Source: an optimization exercise on an open RTL-to-GDS flow (aim: small area, a short achievable clock period and few clock cycles). Production flows keep margins and buffers that such runs may drop.
Where RTL was checked, it was by simulation tests only, not by an equivalence proof against the original.
The clock input has no modelled driver; a real chip could not lean on it and would need a root buffer or a full tree.
Power is estimated from default activity; no workload was simulated.

## sbi_monitor
module sbi_monitor (
    input  wire         clk,
    input  wire         rst,
    input  wire         svc_start,
    output wire         svc_ready,
    output wire         svc_done,
    output wire         svc_pending,
    output wire         svc_err,
    output wire         mem_req,
    output wire         mem_we,
    output wire         mem_batch,
    output wire [3:0]   mem_word,
    output wire [31:0]  mem_wdata,
    input  wire         mem_ack,
    input  wire         mem_ok,
    input  wire [255:0] mem_rdata,
    output wire         fatal,
    output wire         rst_req_valid,
    output wire [31:0]  rst_req_type,
    output wire [31:0]  rst_req_reason,
    output wire         ev_valid,
    output wire [1:0]   ev_kind,
    output wire [4:0]   ev_len,
    output wire [127:0] ev_line
);
clock: 10.0 ns
lec_check: 0
abc_clock_period_in_ps: 2000
cap_margin: 20
core_margin: 2
core_utilization: 40
cts_cluster_diameter: 80
cts_cluster_size: 30
slew_margin: 20
standard.sh (not shown) runs the stock make flow with config.mk's settings and CLKGATE_MAP_FILE= SYNTH_SCRIPT=/design/flow/synth_recipe.tcl, a recipe that flattens the netlist after the stock synthesis.
==> flow/flow/run.sh <==
#!/bin/bash
# Standard layout with four changes: the smallest buffer on every port,
# timing repair aiming at 7 ns of setup slack, the OR cells (slow in this
# library) added to the platform's don't-use list, so synthesis builds the
# wide comparisons from NAND/NOR gates, and a two-level clock tree built by
# flow/clock_tree.tcl in place of TritonCTS's three levels.
set -euo pipefail
DONT_USE="sky130_fd_sc_hd__probe_p_8 sky130_fd_sc_hd__probec_p_8 sky130_fd_sc_hd__lpflow_bleeder_1 sky130_fd_sc_hd__lpflow_clkbufkapwr_1 sky130_fd_sc_hd__lpflow_clkbufkapwr_16 sky130_fd_sc_hd__lpflow_clkbufkapwr_2 sky130_fd_sc_hd__lpflow_clkbufkapwr_4 sky130_fd_sc_hd__lpflow_clkbufkapwr_8 sky130_fd_sc_hd__lpflow_clkinvkapwr_1 sky130_fd_sc_hd__lpflow_clkinvkapwr_16 sky130_fd_sc_hd__lpflow_clkinvkapwr_2 sky130_fd_sc_hd__lpflow_clkinvkapwr_4 sky130_fd_sc_hd__lpflow_clkinvkapwr_8 sky130_fd_sc_hd__lpflow_decapkapwr_12 sky130_fd_sc_hd__lpflow_decapkapwr_3 sky130_fd_sc_hd__lpflow_decapkapwr_4 sky130_fd_sc_hd__lpflow_decapkapwr_6 sky130_fd_sc_hd__lpflow_decapkapwr_8 sky130_fd_sc_hd__lpflow_inputiso0n_1 sky130_fd_sc_hd__lpflow_inputiso0p_1 sky130_fd_sc_hd__lpflow_inputiso1n_1 sky130_fd_sc_hd__lpflow_inputiso1p_1 sky130_fd_sc_hd__lpflow_inputisolatch_1 sky130_fd_sc_hd__lpflow_isobufsrc_1 sky130_fd_sc_hd__lpflow_isobufsrc_16 sky130_fd_sc_hd__lpflow_isobufsrc_2 sky130_fd_sc_hd__lpflow_isobufsrc_4 sky130_fd_sc_hd__lpflow_isobufsrc_8 sky130_fd_sc_hd__lpflow_isobufsrckapwr_16 sky130_fd_sc_hd__lpflow_lsbuf_lh_hl_isowell_tap_1 sky130_fd_sc_hd__lpflow_lsbuf_lh_hl_isowell_tap_2 sky130_fd_sc_hd__lpflow_lsbuf_lh_hl_isowell_tap_4 sky130_fd_sc_hd__lpflow_lsbuf_lh_isowell_4 sky130_fd_sc_hd__lpflow_lsbuf_lh_isowell_tap_1 sky130_fd_sc_hd__lpflow_lsbuf_lh_isowell_tap_2 sky130_fd_sc_hd__lpflow_lsbuf_lh_isowell_tap_4 sky130_fd_sc_hd__or2_0 sky130_fd_sc_hd__or2_1 sky130_fd_sc_hd__or2_2 sky130_fd_sc_hd__or2_4 sky130_fd_sc_hd__or2b_1 sky130_fd_sc_hd__or2b_2 sky130_fd_sc_hd__or2b_4 sky130_fd_sc_hd__or3_1 sky130_fd_sc_hd__or3_2 sky130_fd_sc_hd__or3_4 sky130_fd_sc_hd__or3b_1 sky130_fd_sc_hd__or3b_2 sky130_fd_sc_hd__or3b_4 sky130_fd_sc_hd__or4_1 sky130_fd_sc_hd__or4_2 sky130_fd_sc_hd__or4_4 sky130_fd_sc_hd__or4b_1 sky130_fd_sc_hd__or4b_2 sky130_fd_sc_hd__or4b_4 sky130_fd_sc_hd__or4bb_1 sky130_fd_sc_hd__or4bb_2 sky130_fd_sc_hd__or4bb_4 "
bash standard.sh "BUFFER_PORTS_ARGS=-buffer_cell sky130_fd_sc_hd__buf_1" SETUP_SLACK_MARGIN=7.0 \
  "DONT_USE_CELLS=$DONT_USE" PRE_CTS_TCL=$(pwd)/flow/clock_tree.tcl finish > standard.log 2>&1
Other scripts of this flow, unchanged in this note and not shown: flow/flow/clock_tree.tcl
Next try:
--- a/flow/design.v
+++ b/flow/design.v
@@ -26,13 +26,12 @@
     localparam [31:0] EID_CONSOLE = 32'h0000_0001;
     localparam [31:0] EID_BASE    = 32'h0000_0010;
     localparam [31:0] EID_SRST    = 32'h5352_5354;
     localparam [7:0]  NEWLINE     = 8'h0A;
     reg s_poll, s_read, s_werr, s_wval, s_clr, s_done;
     reg req_q, we_q, w0_q, w3_q, rdy_q;
-    reg b_q;           
     reg [1:0] retry;
     reg fatal_q, pend_q, err_q;
     reg c_putc;        
     reg c_nl;          
     reg c_rst;         
     reg c_f1;          
@@ -77,13 +76,13 @@
     assign svc_ready   = rdy_q;
     assign svc_done    = s_done;
     assign svc_pending = pend_q;
     assign svc_err     = err_q;
     assign mem_req   = req_q;
     assign mem_we    = we_q;
-    assign mem_batch = b_q;
+    assign mem_batch = s_read;
     assign mem_word  = {w3_q, 1'b0, s_wval, w0_q};
     assign mem_wdata = {wd_e,  wd_f1, wd_e,  wd_e,  wd_e,  wd_f1, wd_f1, wd_24,
                         wd_e,  wd_f1, wd_e,  wd_e,  wd_e,  wd_f1, wd_e,  wd_e,
                         wd_e,  wd_f1, wd_e,  wd_e,  wd_f1, wd_f1, wd_e,  wd_f1,
                         wd_lo};
     assign fatal          = fatal_q;
@@ -166,13 +165,12 @@
                 len <= 5'd0;
             else if (w_pend)
                 len <= len[4] ? 5'd1 : len + 5'd1;
             if (r_pend)
                 rv_q <= 1'b1;
         end
-        b_q <= adv_read || (s_read && !mem_ack);
         wd_e  <= (s_read & d_uns) | (s_werr & !mem_ack & wd_e);
         wd_f1 <= (s_read & d_uns) | (s_werr & (mem_ack ? c_f1 : wd_f1)) |
                  (s_wval & !mem_ack & wd_f1);
         wd_24 <= (s_read & d_uns) | (s_werr & (mem_ack ? c_v24 : wd_24)) |
                  (s_wval & !mem_ack & wd_24);
         wd_lo <= ({8{s_read & d_uns}} & 8'hFE) |
After rerunning: Die area is about the same; total power decreases slightly; cell area came out lower slightly; routed wire length decreases slightly; synthesized area barely changes.
Testbench counts after the change, summed over its fixed seeds: cycles 6,880.
Function not checked in the first run of this note: the RTL went through the layout flow alone. No run of this note takes its clock network from TritonCTS; it comes from the design's own scripts or RTL.

---

old:
The RTL this note starts from:
==> flow/design.v <==
module sbi_monitor (
    input  wire         clk,
    input  wire         rst,
    input  wire         svc_start,
    output wire         svc_ready,
    output wire         svc_done,
    output wire         svc_pending,
    output wire         svc_err,
    output wire         mem_req,
    output wire         mem_we,
    output wire         mem_batch,
    output wire [3:0]   mem_word,
    output wire [31:0]  mem_wdata,
    input  wire         mem_ack,
    input  wire         mem_ok,
    input  wire [255:0] mem_rdata,
    output wire         fatal,
    output wire         rst_req_valid,
    output wire [31:0]  rst_req_type,
    output wire [31:0]  rst_req_reason,
    output wire         ev_valid,
    output wire [1:0]   ev_kind,
    output wire [4:0]   ev_len,
    output wire [127:0] ev_line
);
    localparam [31:0] EID_CONSOLE = 32'h0000_0001;
    localparam [31:0] EID_BASE    = 32'h0000_0010;
    localparam [31:0] EID_SRST    = 32'h5352_5354;
    localparam [7:0]  NEWLINE     = 8'h0A;
    reg s_poll, s_read, s_werr, s_wval, s_clr, s_done;
    reg req_q, we_q, w0_q, w3_q, rdy_q;
    reg [1:0] retry;
    reg fatal_q, pend_q, err_q;
    reg c_putc;        
    reg c_nl;          
    reg c_rst;         
    reg c_f1;          
    reg c_v24;         
    reg c_f2;          
    reg c_f3;          
    reg c_f6;          
    reg [7:0]  c_chr;  
    reg [63:0] stg;    
    reg wd_e;          
    reg wd_f1;         
    reg wd_24;         
    reg [7:0] wd_lo;   
    reg [127:0] lb;
    reg [4:0]   len;
    reg         w_pend;    
    reg         nl_pend;   
    reg         r_pend;    
    reg         rv_q;
    reg [31:0]  rt_q, rr_q;
    reg         ev_v;
    reg [1:0]   ev_k;
    wire [31:0] r_eid = mem_rdata[31:0];
    wire [31:0] r_fid = mem_rdata[63:32];
    wire [31:0] r_a0  = mem_rdata[95:64];
    wire fid_hi0  = (r_fid[31:3] == 29'd0);
    wire fid0     = fid_hi0 && (r_fid[2:0] == 3'd0);
    wire is_base  = (r_eid == EID_BASE);
    wire d_putc   = (r_eid == EID_CONSOLE) && fid0;
    wire d_rst    = (r_eid == EID_SRST) && fid0;
    wire d_base   = is_base && fid_hi0 && (r_fid[2:0] != 3'd7);
    wire d_uns    = !(d_putc || d_rst || d_base);
    wire bf0      = is_base && fid0;
    wire bf1      = is_base && fid_hi0 && (r_fid[2:0] == 3'd1);
    wire bf2      = is_base && fid_hi0 && (r_fid[2:0] == 3'd2);
    wire bf3      = is_base && fid_hi0 && (r_fid[2:0] == 3'd3);
    wire bf6      = is_base && fid_hi0 && (r_fid[2:0] == 3'd6);
    wire probe = (stg[31:0] == EID_BASE) || (stg[31:0] == EID_CONSOLE) ||
                 (stg[31:0] == EID_SRST);
    wire [7:0] val_lo = ({8{c_putc}} & c_chr) |
                        {5'd0, c_f2, c_f2, c_f2 | c_f6 | (c_f3 & probe)};
    assign svc_ready   = rdy_q;
    assign svc_done    = s_done;
    assign svc_pending = pend_q;
    assign svc_err     = err_q;
    assign mem_req   = req_q;
    assign mem_we    = we_q;
    assign mem_batch = s_read;
    assign mem_word  = {w3_q, 1'b0, s_wval, w0_q};
    assign mem_wdata = {wd_e,  wd_f1, wd_e,  wd_e,  wd_e,  wd_f1, wd_f1, wd_24,
                        wd_e,  wd_f1, wd_e,  wd_e,  wd_e,  wd_f1, wd_e,  wd_e,
                        wd_e,  wd_f1, wd_e,  wd_e,  wd_f1, wd_f1, wd_e,  wd_f1,
                        wd_lo};
    assign fatal          = fatal_q;
    assign rst_req_valid  = rv_q;
    assign rst_req_type   = rt_q;
    assign rst_req_reason = rr_q;
    assign ev_valid = ev_v;
    assign ev_kind  = ev_k;
    assign ev_len   = len;
    assign ev_line  = {lb[127:64], stg};
    wire start     = svc_start && rdy_q;
    wire poll_nz   = (mem_rdata[31:0] != 32'd0);
    wire fail      = mem_ack && !mem_ok && req_q;
    wire last_fail = fail && (retry == 2'd3);
    wire commit    = s_clr && mem_ack && mem_ok;
    wire fin       = fail || commit || (s_poll && mem_ack && mem_ok && !poll_nz);
    wire adv_read  = s_poll && mem_ack && mem_ok && poll_nz;
    wire adv_werr  = s_read && mem_ack && mem_ok;
    wire adv_wval  = s_werr && mem_ack && mem_ok;
    wire adv_clr   = s_wval && mem_ack && mem_ok;
    integer k;
    always @(posedge clk) begin
        if (rst) begin
            s_poll  <= 1'b0;
            s_read  <= 1'b0;
            s_werr  <= 1'b0;
            s_wval  <= 1'b0;
            s_clr   <= 1'b0;
            s_done  <= 1'b0;
            req_q   <= 1'b0;
            we_q    <= 1'b0;
            w0_q    <= 1'b0;
            w3_q    <= 1'b0;
            rdy_q   <= 1'b1;
            retry   <= 2'd0;
            fatal_q <= 1'b0;
            rv_q    <= 1'b0;
            ev_v    <= 1'b0;
            w_pend  <= 1'b0;
            nl_pend <= 1'b0;
            r_pend  <= 1'b0;
            len     <= 5'd0;
        end else begin
            s_poll <= start || (s_poll && !mem_ack);
            s_read <= adv_read || (s_read && !mem_ack);
            s_werr <= adv_werr || (s_werr && !mem_ack);
            s_wval <= adv_wval || (s_wval && !mem_ack);
            s_clr  <= adv_clr || (s_clr && !mem_ack);
            s_done <= fin;
            req_q  <= start || (req_q && !fin);
            we_q   <= adv_werr || (we_q && !fin);
            w0_q   <= adv_read || adv_werr || ((s_read || s_werr) && !mem_ack);
            w3_q   <= adv_werr || adv_wval || ((s_werr || s_wval) && !mem_ack);
            if (start) begin
                rdy_q  <= 1'b0;
                pend_q <= 1'b0;
                err_q  <= 1'b0;
            end
            if (fin)
                rdy_q <= !last_fail;
            if (s_poll && mem_ack)
                pend_q <= mem_ok && poll_nz;
            if (fail) begin
                err_q <= 1'b1;
                retry <= retry + 2'd1;
            end else if (fin) begin
                retry <= 2'd0;
            end
            if (last_fail)
                fatal_q <= 1'b1;
            ev_v    <= last_fail || (commit && ((c_putc && (c_nl || len[4])) || c_rst));
            w_pend  <= commit && c_putc && !c_nl;
            nl_pend <= commit && c_putc && c_nl;
            r_pend  <= commit && c_rst;
            if (last_fail)
                ev_k <= 2'd2;
            else if (commit)
                ev_k <= {1'b0, c_rst};
            if (nl_pend)
                len <= 5'd0;
            else if (w_pend)
                len <= len[4] ? 5'd1 : len + 5'd1;
            if (r_pend)
                rv_q <= 1'b1;
        end
        wd_e  <= (s_read & d_uns) | (s_werr & !mem_ack & wd_e);
        wd_f1 <= (s_read & d_uns) | (s_werr & (mem_ack ? c_f1 : wd_f1)) |
                 (s_wval & !mem_ack & wd_f1);
        wd_24 <= (s_read & d_uns) | (s_werr & (mem_ack ? c_v24 : wd_24)) |
                 (s_wval & !mem_ack & wd_24);
        wd_lo <= ({8{s_read & d_uns}} & 8'hFE) |
                 ({8{s_werr}} & (mem_ack ? val_lo : wd_lo)) |
                 ({8{s_wval & !mem_ack}} & wd_lo);
        if (s_read) begin
            stg    <= mem_rdata[127:64];
            c_chr  <= r_a0[7:0];
            c_putc <= d_putc;
            c_nl   <= (r_a0[7:0] == NEWLINE);
            c_rst  <= d_rst;
            c_f1   <= bf1;
            c_v24  <= bf0 || bf1;
            c_f2   <= bf2;
            c_f3   <= bf3;
            c_f6   <= bf6;
        end else if (s_clr && c_putc) begin
            stg <= lb[63:0];
        end
        for (k = 0; k < 16; k = k + 1)
            if (w_pend && len[3:0] == k)
                lb[8*k +: 8] <= c_chr;
        if (r_pend) begin
            rt_q <= stg[31:0];
            rr_q <= stg[63:32];
        end
    end
endmodule
Settings: LEC_CHECK=0, ABC_CLOCK_PERIOD_IN_PS=2000, CAP_MARGIN=20, CORE_MARGIN=2, CORE_UTILIZATION=40, CTS_CLUSTER_DIAMETER=80, CTS_CLUSTER_SIZE=30, SLEW_MARGIN=20; clock period 10.0 ns.
==> flow/flow/run.sh <==
#!/bin/bash
# Standard layout with three changes: the smallest buffer on every port,
# timing repair aiming at 6.8 ns of setup slack, and the OR cells (slow in
# this library) added to the platform's don't-use list, so synthesis builds
# the wide comparisons from NAND/NOR gates.
set -euo pipefail
DONT_USE="sky130_fd_sc_hd__probe_p_8 sky130_fd_sc_hd__probec_p_8 sky130_fd_sc_hd__lpflow_bleeder_1 sky130_fd_sc_hd__lpflow_clkbufkapwr_1 sky130_fd_sc_hd__lpflow_clkbufkapwr_16 sky130_fd_sc_hd__lpflow_clkbufkapwr_2 sky130_fd_sc_hd__lpflow_clkbufkapwr_4 sky130_fd_sc_hd__lpflow_clkbufkapwr_8 sky130_fd_sc_hd__lpflow_clkinvkapwr_1 sky130_fd_sc_hd__lpflow_clkinvkapwr_16 sky130_fd_sc_hd__lpflow_clkinvkapwr_2 sky130_fd_sc_hd__lpflow_clkinvkapwr_4 sky130_fd_sc_hd__lpflow_clkinvkapwr_8 sky130_fd_sc_hd__lpflow_decapkapwr_12 sky130_fd_sc_hd__lpflow_decapkapwr_3 sky130_fd_sc_hd__lpflow_decapkapwr_4 sky130_fd_sc_hd__lpflow_decapkapwr_6 sky130_fd_sc_hd__lpflow_decapkapwr_8 sky130_fd_sc_hd__lpflow_inputiso0n_1 sky130_fd_sc_hd__lpflow_inputiso0p_1 sky130_fd_sc_hd__lpflow_inputiso1n_1 sky130_fd_sc_hd__lpflow_inputiso1p_1 sky130_fd_sc_hd__lpflow_inputisolatch_1 sky130_fd_sc_hd__lpflow_isobufsrc_1 sky130_fd_sc_hd__lpflow_isobufsrc_16 sky130_fd_sc_hd__lpflow_isobufsrc_2 sky130_fd_sc_hd__lpflow_isobufsrc_4 sky130_fd_sc_hd__lpflow_isobufsrc_8 sky130_fd_sc_hd__lpflow_isobufsrckapwr_16 sky130_fd_sc_hd__lpflow_lsbuf_lh_hl_isowell_tap_1 sky130_fd_sc_hd__lpflow_lsbuf_lh_hl_isowell_tap_2 sky130_fd_sc_hd__lpflow_lsbuf_lh_hl_isowell_tap_4 sky130_fd_sc_hd__lpflow_lsbuf_lh_isowell_4 sky130_fd_sc_hd__lpflow_lsbuf_lh_isowell_tap_1 sky130_fd_sc_hd__lpflow_lsbuf_lh_isowell_tap_2 sky130_fd_sc_hd__lpflow_lsbuf_lh_isowell_tap_4 sky130_fd_sc_hd__or2_0 sky130_fd_sc_hd__or2_1 sky130_fd_sc_hd__or2_2 sky130_fd_sc_hd__or2_4 sky130_fd_sc_hd__or2b_1 sky130_fd_sc_hd__or2b_2 sky130_fd_sc_hd__or2b_4 sky130_fd_sc_hd__or3_1 sky130_fd_sc_hd__or3_2 sky130_fd_sc_hd__or3_4 sky130_fd_sc_hd__or3b_1 sky130_fd_sc_hd__or3b_2 sky130_fd_sc_hd__or3b_4 sky130_fd_sc_hd__or4_1 sky130_fd_sc_hd__or4_2 sky130_fd_sc_hd__or4_4 sky130_fd_sc_hd__or4b_1 sky130_fd_sc_hd__or4b_2 sky130_fd_sc_hd__or4b_4 sky130_fd_sc_hd__or4bb_1 sky130_fd_sc_hd__or4bb_2 sky130_fd_sc_hd__or4bb_4 "
bash standard.sh "BUFFER_PORTS_ARGS=-buffer_cell sky130_fd_sc_hd__buf_1" SETUP_SLACK_MARGIN=6.8 \
  "DONT_USE_CELLS=$DONT_USE" finish > standard.log 2>&1
Testbench counts of old, summed over its fixed seeds: cycles 6,880.
Input changes introduced in new (baseline for comparison: old):
--- a/flow/design.v
+++ b/flow/design.v
@@ -166,18 +166,28 @@
             else if (w_pend)
                 len <= len[4] ? 5'd1 : len + 5'd1;
             if (r_pend)
                 rv_q <= 1'b1;
         end
-        wd_e  <= (s_read & d_uns) | (s_werr & !mem_ack & wd_e);
-        wd_f1 <= (s_read & d_uns) | (s_werr & (mem_ack ? c_f1 : wd_f1)) |
-                 (s_wval & !mem_ack & wd_f1);
-        wd_24 <= (s_read & d_uns) | (s_werr & (mem_ack ? c_v24 : wd_24)) |
-                 (s_wval & !mem_ack & wd_24);
-        wd_lo <= ({8{s_read & d_uns}} & 8'hFE) |
-                 ({8{s_werr}} & (mem_ack ? val_lo : wd_lo)) |
-                 ({8{s_wval & !mem_ack}} & wd_lo);
+        if (s_read) begin
+            wd_e  <= d_uns;
+            wd_f1 <= d_uns;
+            wd_24 <= d_uns;
+            wd_lo <= {{7{d_uns}}, 1'b0};
+        end else if (s_werr) begin
+            if (mem_ack) begin
+                wd_e  <= 1'b0;
+                wd_f1 <= c_f1;
+                wd_24 <= c_v24;
+                wd_lo <= val_lo;
+            end
+        end else if (!s_wval || mem_ack) begin
+            wd_e  <= 1'b0;
+            wd_f1 <= 1'b0;
+            wd_24 <= 1'b0;
+            wd_lo <= 8'd0;
+        end
         if (s_read) begin
             stg    <= mem_rdata[127:64];
             c_chr  <= r_a0[7:0];
             c_putc <= d_putc;
             c_nl   <= (r_a0[7:0] == NEWLINE);
Ratio of cells with drive above 1 in the final layout up 2.7 points in new wrt old
Per the comparison of new with old, least setup slack across all paths after layout down 110 ps; placed cell count down about 1.6%.
Between new and old, it is new whose combinational power share is higher, by 0.3 points.
new vs. old: final cycle utilization of the critical path up 1.1 points, design area up 2.2%.
Looking only at post-route met1 wirelength, and setting everything else aside, the higher value of old and new goes to old.
Testbench counts of new, summed over its fixed seeds: cycles 6,880.

-- port drivers added, routing unchanged --
No port has a modelled driver above. Below, the same layouts with a new extraction and two added sets of constraints. Step 1 assumes that a clkbuf_16 drives the clock port and a buf_2 every other input. Step 2 times the ports against the registers' clock, not the clock port: input delays grow and output delays shrink by t, the midpoint of the rising clock arrivals with the driver on. Three values: ideal, step 1, step 2; two values: the first two.
run | t, ns | setup slack, ns | worst slew at a driven data input, ns
the first run of note 1 | 0.400 | 6.834 / 6.882 / 6.482 | 0.07
the second run of note 1 | 0.397 | 6.866 / 6.919 / 6.522 | 0.05
old | 0.534 | 6.862 / 6.816 / 6.463 | 0.06
new | 0.536 | 6.751 / 6.729 / 6.236 | 0.06
After both steps every run listed still meets setup and hold. The setup slack of new, which loses most, moves by -0.022 ns with the drivers and by -0.515 ns with both steps.
